Background: an optimization exercise with open tools, aiming at small area, a short achievable clock period and few clock cycles. Do not read the settings as production practice. Only simulation tests tie the RTL to the original design; equivalence was not proved. Power figures rest on the tool's default switching activity, not on a simulated workload.

## flow/design.v (module list and top-level ports; edited modules follow where they fit)
// module hash_engine: 577 lines
// module he_dd8: 25 lines
// module he_sqrt2: 15 lines
// module he_push: 258 lines
// module he_bmul: 539 lines
// module he_cmul: 1501 lines
// module he_conv: 131 lines
module hash_engine (
    input  wire        clk,
    input  wire        rst,
    input  wire        cmd_valid,
    output wire        cmd_ready,
    input  wire [15:0] cmd_word,
    output reg         rsp_valid,
    input  wire        rsp_ready,
    output reg  [2:0]  rsp_code,
    output reg  [63:0] rsp_data
);
  // ...
==> flow/run.sh <==
#!/bin/bash
# synth_recipe.tcl (not shown) runs the flow's synth.tcl, then flattens the netlist and writes it again
# the make line also repeats each setting of config.mk as NAME=value (left out here)
make -C /OpenROAD-flow-scripts/flow DESIGN_CONFIG=/design/flow/config.mk WORK_HOME=/design/flow/orfs CLKGATE_MAP_FILE= SYNTH_SCRIPT=/design/flow/synth_recipe.tcl finish
==> flow/config.mk <==
export PLATFORM = sky130hd
export DESIGN_NAME = hash_engine
export DESIGN_NICKNAME = hash_engine
export VERILOG_FILES = /design/flow/design.v
export SDC_FILE = /design/flow/constraint.sdc
export NUM_CORES = 8
export LEC_CHECK = 0
export ABC_AREA = 1
export ABC_CLOCK_PERIOD_IN_PS = 5000
export CAP_MARGIN = 20
export CORE_MARGIN = 2
export CORE_UTILIZATION = 60
export PLACE_DENSITY = 0.75
export SLEW_MARGIN = 20
==> flow/constraint.sdc <==
create_clock -name core_clock -period 18.0 [get_ports {clk}]
set_input_delay 3.6000 -clock core_clock [delete_from_list [all_inputs] [get_ports {clk}]]
set_output_delay 3.6000 -clock core_clock [all_outputs]
set_load 0.01 [all_outputs]
==> impl_results.md, run 1 <==
- Starting DRC count in detailed routing: 14124
- LEAKAGE: between 0.06 and 0.07 uW
- Sequential share of the synthesized area: around 29%
- Antenna violations before repair: 8
- Power Total: 17770 uW
- Net Sw Frac: roughly 47%
- Io pins: 89
- Starting Density: 60.25%
- Nonclk buf count: roughly 220
- Largest family of logic cells by synthesized area: simple AND/OR/NAND/NOR gates
- Status: finished clean
- Flop2flop setup slack: approximately 12 ns
- Final estimated routing congestion in global placement: 1.075
- Multi-input gates: approximately 12000
- Worst path max stage delay: 0.99 ns
- Die W: approximately 470 um
- Clk pwr share: around a fifth
- Pin count of the biggest net entering global routing: 93
- Die area: 0.2165 mm^2
- Min-Delay Endpoint: bn2[2]
- Crit path required time: around 19 ns
- CTS buffer count: between 150 and 200
- Adder-Cell Fraction of Synth Area: about a fifth
- Critical path's top delay family: buffers and inverters
- Final WL: between 400 and 500 mm
- Layout Skew: between 0.03 and 0.04 ns
- P_int: roughly 9500 uW
- Critical path depth: 14
- Reg2reg end: rsp_data[51]
- Hold Path Depth: 0
- Vias in the first global route: 111555
- Clock slew at the register clock pins of the worst setup and hold paths: 0.06 ns
- Fillers: around 19000
- Async SR Flop Fraction: 0%
- Slew headroom: 20.12%
- Critical Path AT: 6.78 ns
- Area of the multi-input gates: between 0.07 and 0.08 mm^2
- CTS root buf: clkbuf_16
- DRC viols: 0
- RSZ-0062 raised after global routing: false
- CP most frequent cell: nor2_1
Testbench counts, summed over its fixed seeds: cycles 5,496.
==> module hash_engine, before the edit <==
module hash_engine (
    input  wire        clk,
    input  wire        rst,
    input  wire        cmd_valid,
    output wire        cmd_ready,
    input  wire [15:0] cmd_word,
    output reg         rsp_valid,
    input  wire        rsp_ready,
    output reg  [2:0]  rsp_code,
    output reg  [63:0] rsp_data
);
    localparam [63:0] K_GOLD = 64'h9E3779B97F4A7C15;
    localparam [63:0] K_M1   = 64'hFF51AFD7ED558CCD;
    localparam [63:0] K_M2   = 64'hC4CEB9FE1A85EC53;
    reg [63:0] acc;
    reg [4:0]  dig;
    reg [19:0] ca, cb, cc;
    reg [22:0] scr;
    reg [63:0] mix;
    reg        act, dv, ovf, az;
    reg [2:0]  err;
    wire [63:0] stat_word = {57'd0, err, az, ovf, dv, act};
    function [13:0] pdec(input [15:0] w);
        reg [3:0] o;
        reg [7:0] g;
        reg z, b, nop, sta, pus, fin, rdb, rdr, srs;
        begin
            o = w[15:12];
            g = w[7:0];
            nop = o == 4'h0; sta = o == 4'h1; pus = o == 4'h2; fin = o == 4'h3;
            rdb = o == 4'h4; rdr = o == 4'h5; srs = o == 4'hF;
            z = nop | sta | fin | srs;
            b = pus | rdb | rdr;
            pdec[0] = nop; pdec[1] = sta; pdec[2] = pus; pdec[3] = fin;
            pdec[4] = rdb; pdec[5] = rdr; pdec[6] = srs;
            pdec[7] = (w[11:8] != 4'd0) | ~(z | b) | (z & (g != 8'd0));
            pdec[8] = (rdb & (g > 8'd16)) | (rdr & (g > 8'd7));
            pdec[9] = rdb | (rdr & (g != 8'd0) & (g != 8'd7));
            pdec[10] = g < 8'd10;
            pdec[11] = (g >= 8'd10) & (g < 8'd100);
            pdec[12] = g[2:0] == 3'd6;
            pdec[13] = g >= 8'd100;
        end
    endfunction
    reg        mv, sv, rdy;
    reg [15:0] mw, sw;
    reg [13:0] md;
    wire       exec;
    assign cmd_ready = rdy;
    wire take = cmd_valid & rdy;
    always @(posedge clk) begin
        if (rst) begin
            mv  <= 1'b0;
            sv  <= 1'b0;
            rdy <= 1'b1;
        end else if (~mv | exec) begin
            if (sv) begin
                mv  <= 1'b1;
                mw  <= sw;
                md  <= pdec(sw);
                sv  <= 1'b0;
                rdy <= 1'b1;
            end else begin
                mv <= take;
                if (take) begin
                    mw <= cmd_word;
                    md <= pdec(cmd_word);
                end
            end
        end else if (take) begin
            sv  <= 1'b1;
            sw  <= cmd_word;
            rdy <= 1'b0;
        end
    end
    wire [7:0] arg = mw[7:0];
    wire c_ill = md[7];
    wire c_phs = (md[2] | md[3]) & ~act;
    wire c_ix  = md[8];
    wire c_nv  = md[9] & ~dv;
    wire [2:0] code = c_ill ? 3'd1 : c_phs ? 3'd2 : c_ix ? 3'd3 : c_nv ? 3'd4 : 3'd0;
    wire cok = ~(c_ill | c_phs | c_ix | c_nv);
    wire is_mixrd = cok & md[5] & md[12];
    wire is_rdb   = cok & md[4];
    wire is_serrd = cok & md[5] & ~md[12];
    wire is_spec  = ~cok | is_mixrd | is_rdb | is_serrd;
    wire [1:0] kind = ~cok ? 2'd0 : is_mixrd ? 2'd1 : is_rdb ? 2'd2 : 2'd3;
    wire is_fin   = cok & md[3];
    wire is_srst  = cok & md[6];
    wire is_start = cok & md[1];
    wire is_push  = cok & md[2];
    reg  [2:0] fexec, fcommit;      
    wire       nf0 = fexec == fcommit;
    reg  [5:0] tc;                  
    localparam QB = 3, QN = 1 << QB;    
    reg  [QB-1:0] gh, gt;
    reg  [QB:0]   gn;
    reg  [5:0] g_cnt  [0:QN-1];     
    reg  [1:0] g_kind [0:QN-1];
    reg  [4:0] g_pay  [0:QN-1];     
    reg        barrier;
    wire gq_empty = gn == 0;
    wire gq_full  = gn == QN;
    wire a_free;
    reg  fbv;                       
    wire is_ser   = is_serrd | is_rdb;   
    wire can_exec = is_spec ? (~gq_full & (~is_ser | (nf0 & gq_empty)))
                            : ((tc != 6'd63) & (~is_fin | ~fbv) & (~is_srst | (nf0 & gq_empty)));
    assign exec = mv & ~barrier & can_exec;
    wire [5:0] h_cnt  = g_cnt[gh];
    wire [1:0] h_kind = g_kind[gh];
    wire [4:0] h_sel  = g_pay[gh];
    wire       h_rdy  = (h_kind != 2'd1) | (h_sel[2:0] == fcommit);
    wire       out_free = ~rsp_valid | rsp_ready;
    wire       em_gz  = out_free & ~gq_empty & (h_cnt != 6'd0);
    wire       sp_pre = ~gq_empty & (h_cnt == 6'd0) & h_rdy;
    wire       em_sp  = out_free & sp_pre;
    wire       em_tz  = out_free & gq_empty & (tc != 6'd0);
    function [7:0] hexdigit(input [3:0] v);
        hexdigit = (v < 4'd10) ? (8'h30 + {4'd0, v}) : (8'h57 + {4'd0, v});
    endfunction
    reg [63:0] rdr_value;
    always @(*) begin
        case (h_sel[2:0])
            3'd0: rdr_value = acc;
            3'd1: rdr_value = {59'd0, dig};
            3'd2: rdr_value = {44'd0, ca};
            3'd3: rdr_value = {44'd0, cb};
            3'd4: rdr_value = {44'd0, cc};
            3'd5: rdr_value = {41'd0, scr};
            3'd6: rdr_value = mix;
            default: rdr_value = stat_word;
        endcase
    end
    wire [3:0]  nib = mix[63 - 4 * h_sel[3:0] -: 4];
    wire [63:0] sp_data = (h_kind == 2'd0) ? 64'd0 :
                          (h_kind == 2'd1) ? mix :
                          (h_kind == 2'd2) ? (h_sel[4] ? 64'd0 : {56'd0, hexdigit(nib)}) :
                          rdr_value;
    wire [QN-1:0] blk;
    genvar gi;
    generate
        for (gi = 0; gi < QN; gi = gi + 1) begin : g_blk
            wire [QB-1:0] rel = gi[QB-1:0] - gh;
            assign blk[gi] = ({1'b0, rel} < gn) & (g_kind[gi] == 2'd1) & (g_pay[gi][2:0] == fcommit);
        end
    endgenerate
    reg blk_r;
    always @(posedge clk) blk_r <= ~rst & (|blk);
    wire push_g = exec & is_spec;
    wire [5:0] tc_after = tc - {5'd0, em_tz};
    always @(posedge clk) begin
        if (rst) begin
            tc <= 6'd0; gh <= 0; gt <= 0; gn <= 0;
            rsp_valid <= 1'b0;
            barrier <= 1'b0;
        end else begin
            if (em_gz | em_sp | em_tz) begin
                rsp_valid <= 1'b1;
                rsp_code  <= (em_sp & (h_kind == 2'd0)) ? h_sel[2:0] : 3'd0;
                rsp_data  <= sp_pre ? sp_data : 64'd0;
            end else if (rsp_ready) begin
                rsp_valid <= 1'b0;
            end
            if (em_gz) g_cnt[gh] <= h_cnt - 6'd1;
            if (em_sp) begin
                gh <= gh + 1'b1;
                if (h_kind[1]) barrier <= 1'b0;
            end
            if (push_g) begin
                g_cnt[gt]  <= tc_after;
                g_kind[gt] <= kind;
                g_pay[gt]  <= (kind == 2'd0) ? {2'b00, code} : (kind == 2'd1) ? {2'b00, fexec} : arg[4:0];
                gt <= gt + 1'b1;
                tc <= 6'd0;
                if (is_ser) barrier <= 1'b1;
            end else begin
                tc <= tc_after + {5'd0, exec};
            end
            gn <= gn + push_g - em_sp;
        end
    end
    localparam [63:0] Q10 = 64'd1844674407370955161, Q100 = 64'd184467440737095516,
                      Q1000 = 64'd18446744073709551;
    wire [63:0] p_lo;
    he_push u_push (.acc(acc), .arg(arg), .m10(md[10]), .m100(md[11]), .m1k(md[13]), .lo(p_lo));
    wire ovf_push = md[10] & ((acc > Q10) | ((acc == Q10) & (arg >= 8'd6)))
                  | md[11] & ((acc > Q100) | ((acc == Q100) & (arg >= 8'd16)))
                  | md[13] & (acc > Q1000);
    localparam A_IDLE = 3'd0, A_RUN = 3'd1, A_D = 3'd2, A_F1 = 3'd3, A_F2 = 3'd4, A_F3 = 3'd5,
               A_DONE = 3'd6;
    reg [2:0]  a_st;
    reg [2:0]  a_cnt;
    reg [63:0] an;
    reg [76:0] bcd;
    reg [2:0]  a_div;
    reg [3:0]  a_e;
    reg [23:0] win;
    wire       ab_go;
    assign a_free = (a_st == A_IDLE) | ab_go;
    wire fin_go  = exec & is_fin;
    reg  [63:0] fb;
    wire a_start = a_free & fbv;
    wire srst_go = exec & is_srst;
    wire [76:0] dd_out;
    he_dd8 u_dd (.bcd(bcd), .bits(an[63:56]), .out(dd_out));
    wire [19:0] dnz;
    genvar di;
    generate
        for (di = 0; di < 20; di = di + 1) begin : g_dnz
            if (di == 19) assign dnz[di] = bcd[76];
            else          assign dnz[di] = |bcd[4*di +: 4];
        end
    endgenerate
    reg [4:0] ndig;
    integer dk;
    always @(*) begin
        ndig = 5'd1;
        for (dk = 1; dk < 20; dk = dk + 1)
            if (dnz[dk]) ndig = dk[4:0] + 5'd1;
    end
    reg [2:0] n_div;
    reg [3:0] n_e;
    always @(*) begin
        case (ndig)
            5'd3: begin n_div = 3'd1; n_e = 4'd2; end
            5'd4: begin n_div = 3'd1; n_e = 4'd3; end
            5'd5: begin n_div = 3'd1; n_e = 4'd4; end
            5'd6: begin n_div = 3'd2; n_e = 4'd4; end
            5'd7: begin n_div = 3'd2; n_e = 4'd5; end
            5'd8: begin n_div = 3'd2; n_e = 4'd6; end
            5'd9: begin n_div = 3'd3; n_e = 4'd6; end
            5'd10: begin n_div = 3'd3; n_e = 4'd7; end
            5'd11: begin n_div = 3'd3; n_e = 4'd8; end
            5'd12: begin n_div = 3'd4; n_e = 4'd8; end
            5'd13: begin n_div = 3'd4; n_e = 4'd9; end
            5'd14: begin n_div = 3'd4; n_e = 4'd10; end
            5'd15: begin n_div = 3'd5; n_e = 4'd10; end
            5'd16: begin n_div = 3'd5; n_e = 4'd11; end
            5'd17: begin n_div = 3'd5; n_e = 4'd12; end
            5'd18: begin n_div = 3'd6; n_e = 4'd12; end
            5'd19: begin n_div = 3'd6; n_e = 4'd13; end
            5'd20: begin n_div = 3'd6; n_e = 4'd14; end
            default: begin n_div = 3'd0; n_e = 4'd1; end
        endcase
    end
    function [23:0] fmaskf(input [2:0] dv3);
        case (dv3)
            3'd0: fmaskf = 24'h000000;
            3'd1: fmaskf = 24'h00000F;
            3'd2: fmaskf = 24'h0000FF;
            3'd3: fmaskf = 24'h000FFF;
            3'd4: fmaskf = 24'h00FFFF;
            3'd5: fmaskf = 24'h0FFFFF;
            default: fmaskf = 24'hFFFFFF;
        endcase
    endfunction
    wire [3:0]  w_off = (a_st == A_F1) ? {1'b0, a_div} : a_e;
    wire [79:0] w_sh  = {3'd0, bcd} >> {w_off, 2'b00};
    wire [19:0] conv;
    he_conv u_conv (.fv(win), .v(conv));    
    always @(posedge clk) begin
        if (rst) begin
            a_st <= A_IDLE;
            fbv <= 1'b0;
        end else begin
            case (a_st)
            A_RUN: begin
                bcd   <= dd_out;
                an    <= {an[55:0], an[63:56]};
                a_cnt <= a_cnt + 3'd1;
                if (a_cnt == 3'd7) a_st <= A_D;
            end
            A_D: begin
                a_div <= n_div;
                a_e   <= n_e;
                win   <= bcd[23:0] & fmaskf(n_div);
                a_st  <= A_F1;
            end
            A_F1: begin
                win  <= w_sh[23:0] & fmaskf(a_div);
                a_st <= A_F2;
            end
            A_F2: begin
                win  <= w_sh[23:0] & fmaskf(a_div);
                a_st <= A_F3;
            end
            A_F3: a_st <= A_DONE;
            default: if (ab_go) a_st <= A_IDLE;
            endcase
            if (fin_go) fb <= acc;
            if (fin_go) fbv <= 1'b1;
            else if (a_start) fbv <= 1'b0;
            if (a_start) begin
                an    <= fb;
                bcd   <= 77'd0;
                a_cnt <= 3'd0;
                a_st  <= A_RUN;
            end
        end
        if (rst | srst_go) begin
            dig <= 5'd0; ca <= 20'd0; cb <= 20'd0; cc <= 20'd0;
        end else begin
            if (a_st == A_D)  dig <= ndig;
            if (a_st == A_F1) cc  <= conv;
            if (a_st == A_F2) cb  <= conv;
            if (a_st == A_F3) ca  <= conv;
        end
    end
    localparam B1_IDLE = 3'd0, B1_MA = 3'd1, B1_MB = 3'd2, B1_CP = 3'd3, B1_AB = 3'd4;
    reg [2:0]  b1_st;
    reg [1:0]  b1_cnt;
    reg        b1_done;
    reg [63:0] bn1;
    reg [19:0] ap1;
    reg [2:0]  bq1;
    reg        dneg1;
    reg [43:0] r1, r2;
    reg [36:0] mxs;                 
    reg [20:0] myr;                 
    reg        minv;                
    wire       b12_go;
    reg        nb1, nb2;            
    wire       nmove = nb1 & (~nb2 | c_used_n);
    wire       c_used_n;
    assign ab_go = (a_st == A_DONE) & (b1_st == B1_IDLE) & ~b1_done & (~nb1 | nmove);
    function [2:0] q5(input [22:0] x, input [19:0] a);
        reg [22:0] m2, m4, m6, m8;
        begin
            m2 = {2'b0, a, 1'b0};
            m4 = {1'b0, a, 2'b0};
            m8 = {a, 3'b0};
            m6 = m2 + m4;
            q5 = (x >= m8) ? 3'd4 : (x >= m6) ? 3'd3 : (x >= m4) ? 3'd2 : (x >= m2) ? 3'd1 : 3'd0;
        end
    endfunction
    wire [19:0] ap1n = (ca == 20'd0) ? 20'd1 : ca;
    wire [43:0] mt_s, mt_c;
    he_bmul u_bmul (.mx(mxs), .my(myr[6:0]), .inv(minv), .r1(r1), .r2(r2), .s(mt_s), .c(mt_c));
    wire [43:0] dsum = r1 + r2;
    wire [43:0] dinc = ~r1 + 44'd1;
    always @(posedge clk) begin
        if (rst) begin
            b1_st <= B1_IDLE;
            b1_done <= 1'b0;
            nb1 <= 1'b0;
        end else begin
            case (b1_st)
            B1_MA, B1_MB: begin
                r1 <= mt_s; r2 <= mt_c;
                minv <= 1'b0;
                mxs <= {mxs[29:0], 7'd0};
                myr <= {7'd0, myr[20:7]};
                b1_cnt <= b1_cnt + 2'd1;
                if (b1_st == B1_MA && b1_cnt == 2'd0) bq1 <= q5({3'b0, cb}, ap1);
                if (b1_cnt == 2'd2) begin
                    b1_cnt <= 2'd0;
                    if (b1_st == B1_MA) begin
                        mxs <= {17'd0, cb};
                        myr <= {1'd0, cb};
                        minv <= 1'b1;
                        b1_st <= B1_MB;
                    end else begin
                        b1_st <= B1_CP;
                    end
                end
            end
            B1_CP: begin
                r1 <= dsum;
                dneg1 <= dsum[43];
                b1_st <= B1_AB;
            end
            B1_AB: begin
                if (dneg1) r1 <= dinc;
                b1_st <= B1_IDLE;
                b1_done <= 1'b1;
            end
            default: if (b12_go) b1_done <= 1'b0;
            endcase
            if (nmove) nb1 <= 1'b0;
            if (ab_go) begin
                mxs   <= {15'd0, ap1n, 2'b00};
                myr   <= {1'd0, cc};
                r1    <= 44'd0;
                r2    <= 44'd0;
                minv  <= 1'b0;
                b1_cnt <= 2'd0;
                nb1   <= 1'b1;
                bn1   <= an;
                ap1   <= ap1n;
                b1_st <= B1_MA;
            end
        end
    end
    localparam B2_IDLE = 2'd0, B2_SQ = 2'd1, B2_SC = 2'd2, B2_DONE = 2'd3;
    reg [1:0]  b2_st;
    reg [3:0]  b2_cnt;
    reg [63:0] bn2;
    reg [19:0] ap2;
    reg [2:0]  bq2;
    reg        dneg2;
    reg [43:0] sx;
    reg [22:0] srem;
    reg [20:0] sroot;
    wire       bc_go;
    wire       b2_free = (b2_st == B2_IDLE) | bc_go;
    assign b12_go = b1_done & b2_free;
    wire [22:0] sr_rem;
    wire [20:0] sr_root;
    wire [43:0] sr_x;
    he_sqrt2 u_sq (.x(sx), .rem(srem), .root(sroot), .x_o(sr_x), .rem_o(sr_rem), .root_o(sr_root));
    reg  [22:0] a6, rmb;            
    function [22:0] rmil(input [3:0] r);
        case (r)
            4'd0: rmil = 23'd0;
            4'd1: rmil = 23'd1000000;
            4'd2: rmil = 23'd2000000;
            4'd3: rmil = 23'd3000000;
            4'd4: rmil = 23'd4000000;
            4'd5: rmil = 23'd5000000;
            4'd6: rmil = 23'd6000000;
            4'd7: rmil = 23'd7000000;
            default: rmil = 23'd8000000;
        endcase
    endfunction
    wire [22:0] rt  = {2'b0, sroot};
    wire [2:0]  qq  = (rt >= {ap2, 3'b0}) ? 3'd4 : (rt >= a6) ? 3'd3 : (rt >= {1'b0, ap2, 2'b0}) ? 3'd2 :
                      (rt >= {2'b0, ap2, 1'b0}) ? 3'd1 : 3'd0;
    wire [2:0]  qd  = (qq >= bq2) ? (qq - bq2) : (bq2 - qq);
    wire [22:0] scr_n = dneg2 ? (rmb + rt) : (rmil({1'b0, bq2} + {1'b0, qq}) | {20'd0, qd});
    always @(posedge clk) begin
        if (rst | srst_go) scr <= 23'd0;
        else if (b2_st == B2_SC) scr <= scr_n;
        if (rst) begin
            b2_st <= B2_IDLE;
            nb2 <= 1'b0;
        end else begin
            case (b2_st)
            B2_SQ: begin
                sx    <= sr_x;
                srem  <= sr_rem;
                sroot <= sr_root;
                b2_cnt <= b2_cnt + 4'd1;
                if (b2_cnt == 4'd10) b2_st <= B2_SC;
            end
            B2_SC: b2_st <= B2_DONE;
            default: if (bc_go) b2_st <= B2_IDLE;
            endcase
            if (c_used_n) nb2 <= 1'b0;
            if (nmove) begin
                nb2 <= 1'b1;
                bn2 <= bn1;
            end
            if (b12_go) begin
                ap2   <= ap1;
                a6    <= {1'b0, ap1, 2'b0} + {2'b0, ap1, 1'b0};
                rmb   <= rmil(bq1);
                bq2   <= bq1;
                dneg2 <= dneg1;
                sx    <= {2'b00, r1[41:0]};
                srem  <= 23'd0;
                sroot <= 21'd0;
                b2_cnt <= 4'd0;
                b2_st <= B2_SQ;
            end
        end
    end
    localparam C_IDLE = 2'd0, C_RUN = 2'd1, C_ADD = 2'd2, C_CMT = 2'd3;
    reg [1:0]  c_st;
    reg [1:0]  c_ph;
    reg [1:0]  c_j;
    reg [63:0] mc;
    reg [63:0] as, ac;
    wire [63:0] psum = as + ac;
    wire [63:0] hx   = psum ^ (bn2 & {64{c_ph == 2'd0}});
    wire [63:0] xs   = hx ^ (hx >> 33);
    wire c_cmt_now = ((c_st == C_ADD) & (c_ph == 2'd2) | (c_st == C_CMT)) & ~blk_r;
    wire c_free = (c_st == C_IDLE) | c_cmt_now;
    assign bc_go = (b2_st == B2_DONE) & c_free & nb2;
    assign c_used_n = (c_st == C_ADD) & (c_ph == 2'd0);
    wire [24:0] scr_y = {1'b0, scr, 1'b0};
    wire [64:0] k1_y = {K_M1, 1'b0};
    wire [64:0] k2_y = {K_M2, 1'b0};
    function [16:0] ychunk(input [1:0] ph, input [1:0] j);
        case (ph)
            2'd0:    ychunk = j[0] ? {8'd0, scr_y[24:16]} : scr_y[16:0];
            2'd1:    ychunk = k1_y[16 * j +: 17];
            default: ychunk = k2_y[16 * j +: 17];
        endcase
    endfunction
    function [23:0] bdec(input [16:0] y);
        integer k;
        for (k = 0; k < 8; k = k + 1) begin
            bdec[3*k]   = y[2*k+1] ^ y[2*k];
            bdec[3*k+1] = (y[2*k+2] & ~y[2*k+1] & ~y[2*k]) | (~y[2*k+2] & y[2*k+1] & y[2*k]);
            bdec[3*k+2] = y[2*k+2];
        end
    endfunction
    reg  [23:0] bd;
    always @(posedge clk) begin
        case (c_st)
            C_RUN:   bd <= bdec(ychunk(c_ph, c_j + 2'd1));
            C_ADD:   bd <= bdec(ychunk((c_ph == 2'd2) ? 2'd0 : c_ph + 2'd1, 2'd0));
            default: bd <= bdec(ychunk(2'd0, 2'd0));
        endcase
    end
    wire [63:0] ct_s, ct_c;
    he_cmul u_cmul (.xm(mc), .bd(bd), .as(as), .ac(ac), .s(ct_s), .c(ct_c));
    wire last_chunk = (c_ph == 2'd0) ? c_j[0] : (c_j == 2'd3);
    always @(posedge clk) begin
        if (rst) begin
            c_st <= C_IDLE;
        end else begin
            case (c_st)
            C_RUN: begin
                c_j <= c_j + 2'd1;
                if (last_chunk) c_st <= C_ADD;
            end
            C_ADD: begin
                c_j <= 2'd0;
                c_ph <= c_ph + 2'd1;
                if (c_ph == 2'd2) c_st <= c_cmt_now ? C_IDLE : C_CMT;
                else c_st <= C_RUN;
            end
            default: if (c_cmt_now) c_st <= C_IDLE;
            endcase
            if (bc_go) begin
                c_ph <= 2'd0;
                c_j  <= 2'd0;
                c_st <= C_RUN;
            end
        end
    end
    always @(posedge clk) begin
        as <= (c_st == C_RUN) ? ct_s : 64'd0;
        ac <= (c_st == C_RUN) ? ct_c : 64'd0;
        case (c_st)
            C_RUN:   mc <= {mc[47:0], 16'd0};
            C_ADD:   mc <= ((c_ph == 2'd2) & ~blk_r) ? K_GOLD : xs;
            C_CMT:   if (~blk_r) mc <= K_GOLD;
            default: mc <= K_GOLD;
        endcase
    end
    always @(posedge clk) begin
        if (rst) begin
            acc <= 64'd0; mix <= 64'd0;
            act <= 1'b0; dv <= 1'b0; ovf <= 1'b0; az <= 1'b0; err <= 3'd0;
            fexec <= 4'd0; fcommit <= 4'd0;
        end else begin
            if (c_cmt_now) begin
                mix <= (c_st == C_CMT) ? mc : xs;
                fcommit <= fcommit + 4'd1;
            end
            if (exec) begin
                if (~cok) begin
                    if (err == 3'd0) err <= code;
                end
                if (is_start) begin
                    acc <= 64'd0; ovf <= 1'b0; act <= 1'b1;
                end
                if (is_push) begin
                    acc <= p_lo;
                    if (ovf_push) ovf <= 1'b1;
                end
                if (is_fin) begin
                    act <= 1'b0; dv <= 1'b1;
                    az  <= (acc < 64'd100);
                    fexec <= fexec + 4'd1;
                end
                if (is_srst) begin
                    acc <= 64'd0; mix <= 64'd0;
                    act <= 1'b0; dv <= 1'b0; ovf <= 1'b0; az <= 1'b0; err <= 3'd0;
                end
            end
        end
    end
endmodule
==> module he_conv, before the edit <==
module he_conv (input wire [23:0] fv, output wire [19:0] v);
    wire cv_0 = fv[6] ^ fv[8];
    wire cv_1 = fv[6] & fv[8];
    wire cv_2 = fv[7] ^ fv[8] ^ fv[9];
    wire cv_3 = (fv[7] & fv[8]) | (fv[7] & fv[9]) | (fv[8] & fv[9]);
    wire cv_4 = fv[12] ^ fv[13];
    wire cv_5 = fv[12] & fv[13];
    wire cv_6 = fv[9] ^ fv[10] ^ fv[12];
    wire cv_7 = (fv[9] & fv[10]) | (fv[9] & fv[12]) | (fv[10] & fv[12]);
    wire cv_8 = fv[13] ^ fv[14] ^ fv[19];
    wire cv_9 = (fv[13] & fv[14]) | (fv[13] & fv[19]) | (fv[14] & fv[19]);
    wire cv_10 = fv[10] ^ fv[11] ^ fv[12];
    wire cv_11 = (fv[10] & fv[11]) | (fv[10] & fv[12]) | (fv[11] & fv[12]);
    wire cv_12 = fv[13] ^ fv[14] ^ fv[15];
    wire cv_13 = (fv[13] & fv[14]) | (fv[13] & fv[15]) | (fv[14] & fv[15]);
    wire cv_14 = fv[16] ^ fv[21];
    wire cv_15 = fv[16] & fv[21];
    wire cv_16 = fv[11] ^ fv[12] ^ fv[13];
    wire cv_17 = (fv[11] & fv[12]) | (fv[11] & fv[13]) | (fv[12] & fv[13]);
    wire cv_18 = fv[14] ^ fv[15] ^ fv[16];
    wire cv_19 = (fv[14] & fv[15]) | (fv[14] & fv[16]) | (fv[15] & fv[16]);
    wire cv_20 = fv[17] ^ fv[20] ^ fv[22];
    wire cv_21 = (fv[17] & fv[20]) | (fv[17] & fv[22]) | (fv[20] & fv[22]);
    wire cv_22 = fv[13] ^ fv[14] ^ fv[15];
    wire cv_23 = (fv[13] & fv[14]) | (fv[13] & fv[15]) | (fv[14] & fv[15]);
    wire cv_24 = fv[16] ^ fv[17] ^ fv[18];
    wire cv_25 = (fv[16] & fv[17]) | (fv[16] & fv[18]) | (fv[17] & fv[18]);
    wire cv_26 = fv[20] ^ fv[21] ^ fv[23];
    wire cv_27 = (fv[20] & fv[21]) | (fv[20] & fv[23]) | (fv[21] & fv[23]);
    wire cv_28 = fv[14] ^ fv[15] ^ fv[17];
    wire cv_29 = (fv[14] & fv[15]) | (fv[14] & fv[17]) | (fv[15] & fv[17]);
    wire cv_30 = fv[18] ^ fv[19] ^ fv[21];
    wire cv_31 = (fv[18] & fv[19]) | (fv[18] & fv[21]) | (fv[19] & fv[21]);
    wire cv_32 = fv[15] ^ fv[18];
    wire cv_33 = fv[15] & fv[18];
    wire cv_34 = fv[3] ^ fv[4];
    wire cv_35 = fv[3] & fv[4];
    wire cv_36 = fv[5] ^ fv[7] ^ fv[10];
    wire cv_37 = (fv[5] & fv[7]) | (fv[5] & fv[10]) | (fv[7] & fv[10]);
    wire cv_38 = fv[11] ^ fv[12] ^ fv[14];
    wire cv_39 = (fv[11] & fv[12]) | (fv[11] & fv[14]) | (fv[12] & fv[14]);
    wire cv_40 = fv[17] ^ fv[20];
    wire cv_41 = fv[17] & fv[20];
    wire cv_42 = fv[15] ^ fv[18] ^ fv[21];
    wire cv_43 = (fv[15] & fv[18]) | (fv[15] & fv[21]) | (fv[18] & fv[21]);
    wire cv_44 = cv_1 ^ cv_2 ^ cv_4;
    wire cv_45 = (cv_1 & cv_2) | (cv_1 & cv_4) | (cv_2 & cv_4);
    wire cv_46 = fv[20] ^ fv[22] ^ cv_3;
    wire cv_47 = (fv[20] & fv[22]) | (fv[20] & cv_3) | (fv[22] & cv_3);
    wire cv_48 = cv_5 ^ cv_6 ^ cv_8;
    wire cv_49 = (cv_5 & cv_6) | (cv_5 & cv_8) | (cv_6 & cv_8);
    wire cv_50 = fv[23] ^ cv_7 ^ cv_9;
    wire cv_51 = (fv[23] & cv_7) | (fv[23] & cv_9) | (cv_7 & cv_9);
    wire cv_52 = cv_10 ^ cv_12 ^ cv_14;
    wire cv_53 = (cv_10 & cv_12) | (cv_10 & cv_14) | (cv_12 & cv_14);
    wire cv_54 = cv_11 ^ cv_13 ^ cv_15;
    wire cv_55 = (cv_11 & cv_13) | (cv_11 & cv_15) | (cv_13 & cv_15);
    wire cv_56 = cv_16 ^ cv_18 ^ cv_20;
    wire cv_57 = (cv_16 & cv_18) | (cv_16 & cv_20) | (cv_18 & cv_20);
    wire cv_58 = cv_17 ^ cv_19 ^ cv_21;
    wire cv_59 = (cv_17 & cv_19) | (cv_17 & cv_21) | (cv_19 & cv_21);
    wire cv_60 = cv_22 ^ cv_24 ^ cv_26;
    wire cv_61 = (cv_22 & cv_24) | (cv_22 & cv_26) | (cv_24 & cv_26);
    wire cv_62 = fv[22] ^ cv_23 ^ cv_25;
    wire cv_63 = (fv[22] & cv_23) | (fv[22] & cv_25) | (cv_23 & cv_25);
    wire cv_64 = cv_27 ^ cv_28 ^ cv_30;
    wire cv_65 = (cv_27 & cv_28) | (cv_27 & cv_30) | (cv_28 & cv_30);
    wire cv_66 = fv[19] ^ fv[22] ^ fv[23];
    wire cv_67 = (fv[19] & fv[22]) | (fv[19] & fv[23]) | (fv[22] & fv[23]);
    wire cv_68 = cv_29 ^ cv_31 ^ cv_32;
    wire cv_69 = (cv_29 & cv_31) | (cv_29 & cv_32) | (cv_31 & cv_32);
    wire cv_70 = fv[16] ^ fv[19] ^ fv[23];
    wire cv_71 = (fv[16] & fv[19]) | (fv[16] & fv[23]) | (fv[19] & fv[23]);
    wire cv_72 = fv[6] ^ fv[9];
    wire cv_73 = fv[6] & fv[9];
    wire cv_74 = fv[13] ^ fv[16] ^ cv_35;
    wire cv_75 = (fv[13] & fv[16]) | (fv[13] & cv_35) | (fv[16] & cv_35);
    wire cv_76 = cv_0 ^ cv_37 ^ cv_38;
    wire cv_77 = (cv_0 & cv_37) | (cv_0 & cv_38) | (cv_37 & cv_38);
    wire cv_78 = cv_39 ^ cv_41 ^ cv_42;
    wire cv_79 = (cv_39 & cv_41) | (cv_39 & cv_42) | (cv_41 & cv_42);
    wire cv_80 = cv_43 ^ cv_45 ^ cv_46;
    wire cv_81 = (cv_43 & cv_45) | (cv_43 & cv_46) | (cv_45 & cv_46);
    wire cv_82 = cv_47 ^ cv_49 ^ cv_50;
    wire cv_83 = (cv_47 & cv_49) | (cv_47 & cv_50) | (cv_49 & cv_50);
    wire cv_84 = cv_51 ^ cv_53 ^ cv_54;
    wire cv_85 = (cv_51 & cv_53) | (cv_51 & cv_54) | (cv_53 & cv_54);
    wire cv_86 = cv_55 ^ cv_57 ^ cv_58;
    wire cv_87 = (cv_55 & cv_57) | (cv_55 & cv_58) | (cv_57 & cv_58);
    wire cv_88 = cv_59 ^ cv_61 ^ cv_62;
    wire cv_89 = (cv_59 & cv_61) | (cv_59 & cv_62) | (cv_61 & cv_62);
    wire cv_90 = cv_63 ^ cv_65 ^ cv_66;
    wire cv_91 = (cv_63 & cv_65) | (cv_63 & cv_66) | (cv_65 & cv_66);
    wire cv_92 = cv_33 ^ cv_67 ^ cv_69;
    wire cv_93 = (cv_33 & cv_67) | (cv_33 & cv_69) | (cv_67 & cv_69);
    wire cv_94 = fv[2] ^ fv[5];
    wire cv_95 = fv[2] & fv[5];
    wire cv_96 = fv[12] ^ cv_34 ^ cv_72;
    wire cv_97 = (fv[12] & cv_34) | (fv[12] & cv_72) | (cv_34 & cv_72);
    wire cv_98 = cv_36 ^ cv_73 ^ cv_74;
    wire cv_99 = (cv_36 & cv_73) | (cv_36 & cv_74) | (cv_73 & cv_74);
    wire cv_100 = cv_40 ^ cv_75 ^ cv_76;
    wire cv_101 = (cv_40 & cv_75) | (cv_40 & cv_76) | (cv_75 & cv_76);
    wire cv_102 = cv_44 ^ cv_77 ^ cv_78;
    wire cv_103 = (cv_44 & cv_77) | (cv_44 & cv_78) | (cv_77 & cv_78);
    wire cv_104 = cv_48 ^ cv_79 ^ cv_80;
    wire cv_105 = (cv_48 & cv_79) | (cv_48 & cv_80) | (cv_79 & cv_80);
    wire cv_106 = cv_52 ^ cv_81 ^ cv_82;
    wire cv_107 = (cv_52 & cv_81) | (cv_52 & cv_82) | (cv_81 & cv_82);
    wire cv_108 = cv_56 ^ cv_83 ^ cv_84;
    wire cv_109 = (cv_56 & cv_83) | (cv_56 & cv_84) | (cv_83 & cv_84);
    wire cv_110 = cv_60 ^ cv_85 ^ cv_86;
    wire cv_111 = (cv_60 & cv_85) | (cv_60 & cv_86) | (cv_85 & cv_86);
    wire cv_112 = cv_64 ^ cv_87 ^ cv_88;
    wire cv_113 = (cv_64 & cv_87) | (cv_64 & cv_88) | (cv_87 & cv_88);
    wire cv_114 = cv_68 ^ cv_89 ^ cv_90;
    wire cv_115 = (cv_68 & cv_89) | (cv_68 & cv_90) | (cv_89 & cv_90);
    wire cv_116 = cv_70 ^ cv_91 ^ cv_92;
    wire cv_117 = (cv_70 & cv_91) | (cv_70 & cv_92) | (cv_91 & cv_92);
    wire cv_118 = fv[17] ^ cv_71 ^ cv_93;
    wire cv_119 = (fv[17] & cv_71) | (fv[17] & cv_93) | (cv_71 & cv_93);
    wire cv_120 = fv[18] ^ fv[20];
    wire cv_121 = fv[18] & fv[20];
    wire cv_122 = fv[19] ^ fv[20] ^ fv[21];
    wire cv_123 = (fv[19] & fv[20]) | (fv[19] & fv[21]) | (fv[20] & fv[21]);
    wire cv_124 = fv[21] ^ fv[22];
    wire cv_125 = fv[21] & fv[22];
    wire cv_126 = fv[22] ^ fv[23];
    wire cv_127 = fv[22] & fv[23];
    assign v = {fv[23], cv_125, cv_123, cv_121, cv_119, cv_117, cv_115, cv_113, cv_111, cv_109, cv_107, cv_105, cv_103, cv_101, cv_99, cv_97, cv_95, fv[8], fv[1], fv[0]} + {cv_127, cv_126, cv_124, cv_122, cv_120, cv_118, cv_116, cv_114, cv_112, cv_110, cv_108, cv_106, cv_104, cv_102, cv_100, cv_98, cv_96, cv_94, fv[4], 1'b0};
endmodule
==> run 2: changes to the inputs <==
--- a/flow/design.v
+++ b/flow/design.v
@@ -325,13 +325,8 @@
     wire       c_used_n;
-    assign ab_go = (a_st == A_DONE) & (b1_st == B1_IDLE) & ~b1_done & (~nb1 | nmove);
-    function [2:0] q5(input [22:0] x, input [19:0] a);
-        reg [22:0] m2, m4, m6, m8;
-        begin
-            m2 = {2'b0, a, 1'b0};
-            m4 = {1'b0, a, 2'b0};
-            m8 = {a, 3'b0};
-            m6 = m2 + m4;
-            q5 = (x >= m8) ? 3'd4 : (x >= m6) ? 3'd3 : (x >= m4) ? 3'd2 : (x >= m2) ? 3'd1 : 3'd0;
-        end
-    endfunction
+    assign ab_go = (a_st == A_DONE) & (b1_st == B1_IDLE) & ~b1_done & ~nb1;
+    wire [22:0] ap1x6;
+    wire        ap1x6_c;
+    bk_add #(23) u_a6 (.a({1'b0, ap1, 2'b0}), .b({2'b0, ap1, 1'b0}), .ci(1'b0), .s(ap1x6), .co(ap1x6_c));
+    wire [2:0]  bq_n;
+    he_q5 u_bq (.x({3'b0, cb}), .a(ap1), .a6(ap1x6), .q(bq_n));
     wire [19:0] ap1n = (ca == 20'd0) ? 20'd1 : ca;
@@ -339,4 +334,6 @@
     he_bmul u_bmul (.mx(mxs), .my(myr[6:0]), .inv(minv), .r1(r1), .r2(r2), .s(mt_s), .c(mt_c));
-    wire [43:0] dsum = r1 + r2;
-    wire [43:0] dinc = ~r1 + 44'd1;
+    wire [43:0] dsum, dinc;
+    wire        dsum_c, dinc_c;
+    bk_add #(44) u_dsum (.a(r1), .b(r2), .ci(1'b0), .s(dsum), .co(dsum_c));
+    bk_add #(44) u_dinc (.a(~r1), .b(44'd0), .ci(1'b1), .s(dinc), .co(dinc_c));
     always @(posedge clk) begin
@@ -354,3 +351,3 @@
                 b1_cnt <= b1_cnt + 2'd1;
-                if (b1_st == B1_MA && b1_cnt == 2'd0) bq1 <= q5({3'b0, cb}, ap1);
+                if (b1_st == B1_MA && b1_cnt == 2'd0) bq1 <= bq_n;
                 if (b1_cnt == 2'd2) begin
@@ -426,6 +423,9 @@
     wire [22:0] rt  = {2'b0, sroot};
-    wire [2:0]  qq  = (rt >= {ap2, 3'b0}) ? 3'd4 : (rt >= a6) ? 3'd3 : (rt >= {1'b0, ap2, 2'b0}) ? 3'd2 :
-                      (rt >= {2'b0, ap2, 1'b0}) ? 3'd1 : 3'd0;
+    wire [2:0]  qq;
+    he_q5 u_qq (.x(rt), .a(ap2), .a6(a6), .q(qq));
     wire [2:0]  qd  = (qq >= bq2) ? (qq - bq2) : (bq2 - qq);
-    wire [22:0] scr_n = dneg2 ? (rmb + rt) : (rmil({1'b0, bq2} + {1'b0, qq}) | {20'd0, qd});
+    wire [22:0] scr_c;
+    wire        scr_cc;
+    bk_add #(23) u_scrc (.a(rmb), .b(rt), .ci(1'b0), .s(scr_c), .co(scr_cc));
+    wire [22:0] scr_n = dneg2 ? scr_c : (rmil({1'b0, bq2} + {1'b0, qq}) | {20'd0, qd});
     always @(posedge clk) begin
@@ -455,3 +455,3 @@
                 ap2   <= ap1;
-                a6    <= {1'b0, ap1, 2'b0} + {2'b0, ap1, 1'b0};
+                a6    <= ap1x6;
                 rmb   <= rmil(bq1);
@@ -617,2 +617,62 @@
 endmodule
+module he_q5 (input wire [22:0] x, input wire [19:0] a, input wire [22:0] a6, output wire [2:0] q);
+    wire [22:0] s2, s4, s6, s8;
+    wire g2, g4, g6, g8;
+    bk_add #(23) u2 (.a(x), .b(~{2'b0, a, 1'b0}), .ci(1'b1), .s(s2), .co(g2));
+    bk_add #(23) u4 (.a(x), .b(~{1'b0, a, 2'b0}), .ci(1'b1), .s(s4), .co(g4));
+    bk_add #(23) u6 (.a(x), .b(~a6), .ci(1'b1), .s(s6), .co(g6));
+    bk_add #(23) u8 (.a(x), .b(~{a, 3'b0}), .ci(1'b1), .s(s8), .co(g8));
+    assign q = g8 ? 3'd4 : g6 ? 3'd3 : g4 ? 3'd2 : g2 ? 3'd1 : 3'd0;
+endmodule
+module bk_add #(parameter W = 64) (input wire [W-1:0] a, input wire [W-1:0] b, input wire ci,
+                                   output wire [W-1:0] s, output wire co);
+    function integer lg2(input integer n);
+        integer v;
+        begin
+            lg2 = 0;
+            for (v = 1; v < n; v = v * 2) lg2 = lg2 + 1;
+        end
+    endfunction
+    localparam L = lg2(W);
+    wire [W-1:0] g0 = a & b;
+    wire [W-1:0] p0 = a ^ b;
+    wire [W-1:0] G [0:2*L];
+    wire [W-1:0] P [0:2*L];
+    assign G[0] = g0;
+    assign P[0] = p0;
+    genvar l, i;
+    generate
+        for (l = 0; l < L; l = l + 1) begin : up
+            for (i = 0; i < W; i = i + 1) begin : b
+                if (((i + 1) % (2 << l)) == 0) begin : m
+                    assign G[l+1][i] = G[l][i] | (P[l][i] & G[l][i - (1 << l)]);
+                    assign P[l+1][i] = P[l][i] & P[l][i - (1 << l)];
+                end else begin : p
+                    assign G[l+1][i] = G[l][i];
+                    assign P[l+1][i] = P[l][i];
+                end
+            end
+        end
+        for (l = L - 2; l >= 0; l = l - 1) begin : dn
+            for (i = 0; i < W; i = i + 1) begin : b
+                if (((i + 1) % (2 << l)) == (1 << l) && i >= (2 << l)) begin : m
+                    assign G[2*L-1-l][i] = G[2*L-2-l][i] | (P[2*L-2-l][i] & G[2*L-2-l][i - (1 << l)]);
+                    assign P[2*L-1-l][i] = P[2*L-2-l][i] & P[2*L-2-l][i - (1 << l)];
+                end else begin : p
+                    assign G[2*L-1-l][i] = G[2*L-2-l][i];
+                    assign P[2*L-1-l][i] = P[2*L-2-l][i];
+                end
+            end
+        end
+    endgenerate
+    wire [W:0] c;
+    assign c[0] = ci;
+    generate
+        for (i = 0; i < W; i = i + 1) begin : cc
+            assign c[i+1] = G[2*L-1][i] | (P[2*L-1][i] & ci);
+        end
+    endgenerate
+    assign s  = p0 ^ c[W-1:0];
+    assign co = c[W];
+endmodule
 module he_push (input wire [63:0] acc, input wire [7:0] arg, input wire m10, input wire m100, input wire m1k,
@@ -3044,3 +3104,4 @@
     wire cv_127 = fv[22] & fv[23];
-    assign v = {fv[23], cv_125, cv_123, cv_121, cv_119, cv_117, cv_115, cv_113, cv_111, cv_109, cv_107, cv_105, cv_103, cv_101, cv_99, cv_97, cv_95, fv[8], fv[1], fv[0]} + {cv_127, cv_126, cv_124, cv_122, cv_120, cv_118, cv_116, cv_114, cv_112, cv_110, cv_108, cv_106, cv_104, cv_102, cv_100, cv_98, cv_96, cv_94, fv[4], 1'b0};
+    wire vco;
+    bk_add #(20) u_cpa (.a({fv[23], cv_125, cv_123, cv_121, cv_119, cv_117, cv_115, cv_113, cv_111, cv_109, cv_107, cv_105, cv_103, cv_101, cv_99, cv_97, cv_95, fv[8], fv[1], fv[0]}), .b({cv_127, cv_126, cv_124, cv_122, cv_120, cv_118, cv_116, cv_114, cv_112, cv_110, cv_108, cv_106, cv_104, cv_102, cv_100, cv_98, cv_96, cv_94, fv[4], 1'b0}), .ci(1'b0), .s(v), .co(vco));
 endmodule
==> run 2 against run 1 <==
Compared with the run above: routed wire length is 4.0% lower; non-clock buffer count is 17 lower; maximum frequency is 2.0% higher; synthesized cell count is 3.8% lower; synthesized area is 1.1% lower; hold slack worse by 0.0099 ns; cell area is 1.1% lower; global-route usage is 1.1 points lower; largest cell class unchanged.
==> impl_results.md, run 2 <==
- Die Y-Extent: 462.7 um (was 465.3 um)
- Vias in the first global route: 106487 (was 111555)
- Place WS: 11.16 ns (was 11.57 ns)
- Post-layout net count: 17311 (was 17919)
- Hold_buf cts: 0 (unchanged)
- Syn_nets: 17608 (was 18188)
- PortBufs: 88 (unchanged)
- Metal-1 WL: 166.4 mm (was 166.9 mm)
- Synth top area cells: edfxtp_1, fa_1, nand2_1 (unchanged)
- Via density: 6.014 (was 6.045)
- Global route overflow: 0 (unchanged)
- Starting Density: 60.29% (was 60.25%)
- Flop2flop setup slack: 12.03 ns (was 11.86 ns)
- Met2 wire length: 175.5 mm (was 192.8 mm)
- Io pins: 89 (unchanged)
- Final ANT Viol Nets: 0 (unchanged)
- Synth unique cells: 87 (was 76)
- Largest family of logic cells by synthesized area: adder cells (was simple AND/OR/NAND/NOR gates)
- Post-synth EDFFs: 959 (unchanged)
- Placed wire-length estimate: 313.7 mm (was 327.0 mm)
- Number of detailed-route iterations in the first pass: 9 (was 7)
- Post-CTS setup buffers: 0 (unchanged)
- Setup violations, final: 0 (unchanged)
- Mean post-synth cell area: 7.880 um^2 (was 7.663 um^2)
- Post_cts resized: 0 (unchanged)
- DRC viols: 0 (unchanged)
- Clock slew at the register clock pins of the worst setup and hold paths: 0.06 ns (about the same)
- Top post-synthesis cells by count: nand2_1, inv_1, nor2_1 (unchanged)
- Yosys top cell area share: 22.82% (was 22.56%)
- Clk Latency, worst-skew pair: 0.86 ns (about the same)
- Commonest non-fill, non-tap cells in the layout: nand2_1, inv_1, nor2_1 (unchanged)
- Cell Area, Synth: 0.1262 mm^2 (was 0.1276 mm^2)
- Max FFs per register: 77 (unchanged)
- Syn-to-layout area delta: 6.654% (was 6.679%)
- Post-route setup TNS: 0 ns (unchanged)
- WL met3: 48.41 mm (was 43.17 mm)
- Mux contribution to synthesized area: 0.04957% (was 0.04117%)
- DR top layer: met5 (unchanged)
- Top cell type by total area after synthesis: edfxtp_1 (unchanged)
- Xor/xnor share of the synthesized area: 5.890% (was 5.619%)
- Async SR Flop Fraction: 0% (unchanged)
- CTS sink count: 1379 (unchanged)
- Worst Max-Slew Pin Slew: 1.219 ns (was 1.195 ns)
- Pin count of the biggest net entering global routing: 132 (was 93)
- Final estimated routing congestion in global placement: 1.008 (was 1.075)
- Critical-path maximum fanout: 9 (was 63)
- Adder-Cell Fraction of Synth Area: 20.86% (was 19.77%)
- Register name with the most flops: bcd (unchanged)
- CTS buffer count: 157 (was 159)
- Minimum clock period: 6.015 ns (was 6.137 ns)
- Max Slew Vio Count: 0 (unchanged)
- Max rail drop VDD: 0.0001533 V (was 0.0004106 V)
- Layout Skew: 0.04404 ns (was 0.03635 ns)
- Status: finished clean (unchanged)
- Maximum buffer depth of the clock tree: 3 (unchanged)
- Simple logic cell fraction of the synthesized area: 19.61% (was 20.38%)
- CTS tree: done (unchanged)
- Crit path required time: 18.71 ns (was 18.64 ns)
- Starting DRC count in detailed routing: 15035 (was 14124)
- CORE AREA: 0.2094 mm^2 (was 0.2119 mm^2)
- Setup WS post-layout: 11.99 ns (was 11.86 ns)
- Most common cell after layout, fill and taps aside: nand2_1 (unchanged)
- Antenna violations before repair: 27 (was 8)
- RSZ-0062 raised after global routing: false (unchanged)
- Sequential share of the synthesized area: 29.48% (was 29.15%)
- GRT Total Usage: 38.24% (was 39.33%)
- First-pass GRT wire length: 634.4 mm (was 658.7 mm)
- Number of synthesized register bits: 1379 (unchanged)
- DR vias: 112297 (was 116997)
- Die W: 462.7 um (was 465.3 um)
- Final hold violations: 0 (unchanged)
- Power Total: 17100 uW (was 17770 uW)
- Critical Path AT: 6.73 ns (was 6.78 ns)
- Final WL: 414.8 mm (was 432.2 mm)
- LEAKAGE: 0.06100 uW (was 0.06162 uW)
- H-tree lvl count: 4 (unchanged)
- FP Rows: 168 (was 169)
- Die area: 0.2140 mm^2 (was 0.2165 mm^2)
- CTS root buf: clkbuf_16 (unchanged)
- Critical path class: in -> reg (was reg -> reg)
- Max Fclk: 0.1663 GHz (was 0.1630 GHz)
- Hold crit path type: reg -> reg (unchanged)
- Synthesis Warnings: 5 (was 2)
- Prevailing post-synth register cell: edfxtp_1 (unchanged)
- Share of cells above drive strength 1: 5.676% (was 5.185%)
- Period utilization: 33.42% (was 34.09%)
- Slew headroom: 18.74% (was 20.12%)
- Crit path capture type: flop (unchanged)
- DR WL/cell: 22.21 um (was 22.33 um)
- Post-Synthesis Cells: 16018 (was 16659)
- Most frequent cell after synthesis: nand2_1 (unchanged)
- Max cap viols: 0 (unchanged)
- Synth Area in Compound Gates: 14.30% (was 15.30%)
- Startpoint types: input port (was flop)
- PwrDens: 127.0 mW/mm^2 (was 130.5 mW/mm^2)
==> run 2: changes by cell type after synthesis, moves of 20 or more <==
cell	previous run	this run
a211oi_1	55	83
a21oi_1	1051	863
a31oi_1	207	155
fa_1	847	891
nand2_1	3615	3345
nand2_2	91	120
nor2_1	1333	1231
o211ai_1	155	127
o21ai_0	927	750
o21ai_1	76	56
xor2_1	678	706
==> run 2: through the flow <==
step           instance area [um^2]  instances  hold WS, ns  util, %
3_3_place_gp                 129100      18365       0.4010    61.66
3_5_place_dp                 129100      18365       0.4045    61.66
2_1_floorplan                126200      16018       0.4003        -
6_report                     134600      18674       0.4069    64.30
5_1_grt                      134600      18662       0.4128    64.28
4_1_cts                      134500      18658       0.4076    64.25
==> run 2: metal layers <==
layer	GRT usage (%)	up-vias
li1	-	51987
met1	52.77	52803
met2	56.56	6400
met3	8.760	1093
met4	19.10	14
met5	0	-
==> run 2: path summary, 6_finish.rpt <==
kind	startpoint	to	cells past startpoint
setup / recovery	rsp_ready	tc[4]	12
hold / removal	bn1[2]	bn2[2]	0
setup reg to reg	md[10]	acc[50]	22
hold reg to reg	bn1[2]	bn2[2]	0
==> run 2: cell type report <==
class                           count  area [um^2]
Sequential cell                  1379        37210
Clock inverter                     92         1155
Clock buffer                      201         4257
Tap cell                         2805         3510
Inverter                         2623         9853
Multi-Input combinational cell  11360        76830
Antenna cell                       14        35.03
Fill cell                       18229        74750
Timing Repair Buffer              200         1759
==> run 2: critical path, stage by stage <==
cell             delay, ns
clkdlybuf4s50_1       0.40
nor2_1                0.85
a211oi_1              0.22
ha_1                  0.37
clkinv_1              0.31
ha_1                  0.36
ha_1                  0.20
inv_1                 0.05
nor2_1                0.05
nand2_1               0.10
xor2_1                0.15
nor2_1                0.06
==> run 2: cell families (layout without fill, tap and decap cells) <==
family,after synthesis,count (layout)
other,0,14
adder cells (fa/ha/maj),1570,1570
multiplexers,6,6
AO/OA/AOI/OAI,3018,3018
flip-flops,1379,1379
buffers and inverters,3279,3116
XOR/XNOR,848,848
AND/OR/NAND/NOR,5918,5918
==> run 2: power by group <==
group	switching, uW	total, uW	internal, uW
Combinational	5820	9410	3600
Clock	1480	3420	1950
Sequential	437	4260	3820
Total	7730	17100	9370
Testbench counts of run 2, summed over its fixed seeds: cycles 5,496.

afterwards: timing with drivers on the ports:
The flow's constraints put no driver on any port. The routed layouts listed below were extracted and timed again, unchanged, in two steps.
Step 1: set_driving_cell puts a clkbuf_16 on clk and a buf_2 on each other input, an assumption about the parent block.
Step 2 moves the port delays by t, midway between the first and last clock arrival at a register: inputs arrive t later, outputs are due t later. That takes back most of the time a late clock gives input paths.
Slacks: ideal / step 1 / step 2; pairs: ideal / step 1.
run | t, ns | slack for setup (ns) | worst setup path after step 2 | worst data-port slew with drivers (ns)
run 1 | 0.928 | 11.863 / 11.863 / 11.518 | input to register | 0.04
run 2 | 0.941 | 11.985 / 12.028 / 11.127 | input to register | 0.18
After both steps every run listed still meets setup and hold. The setup slack of run 2, which loses most, moves by +0.043 ns with the drivers and by -0.858 ns with both steps.
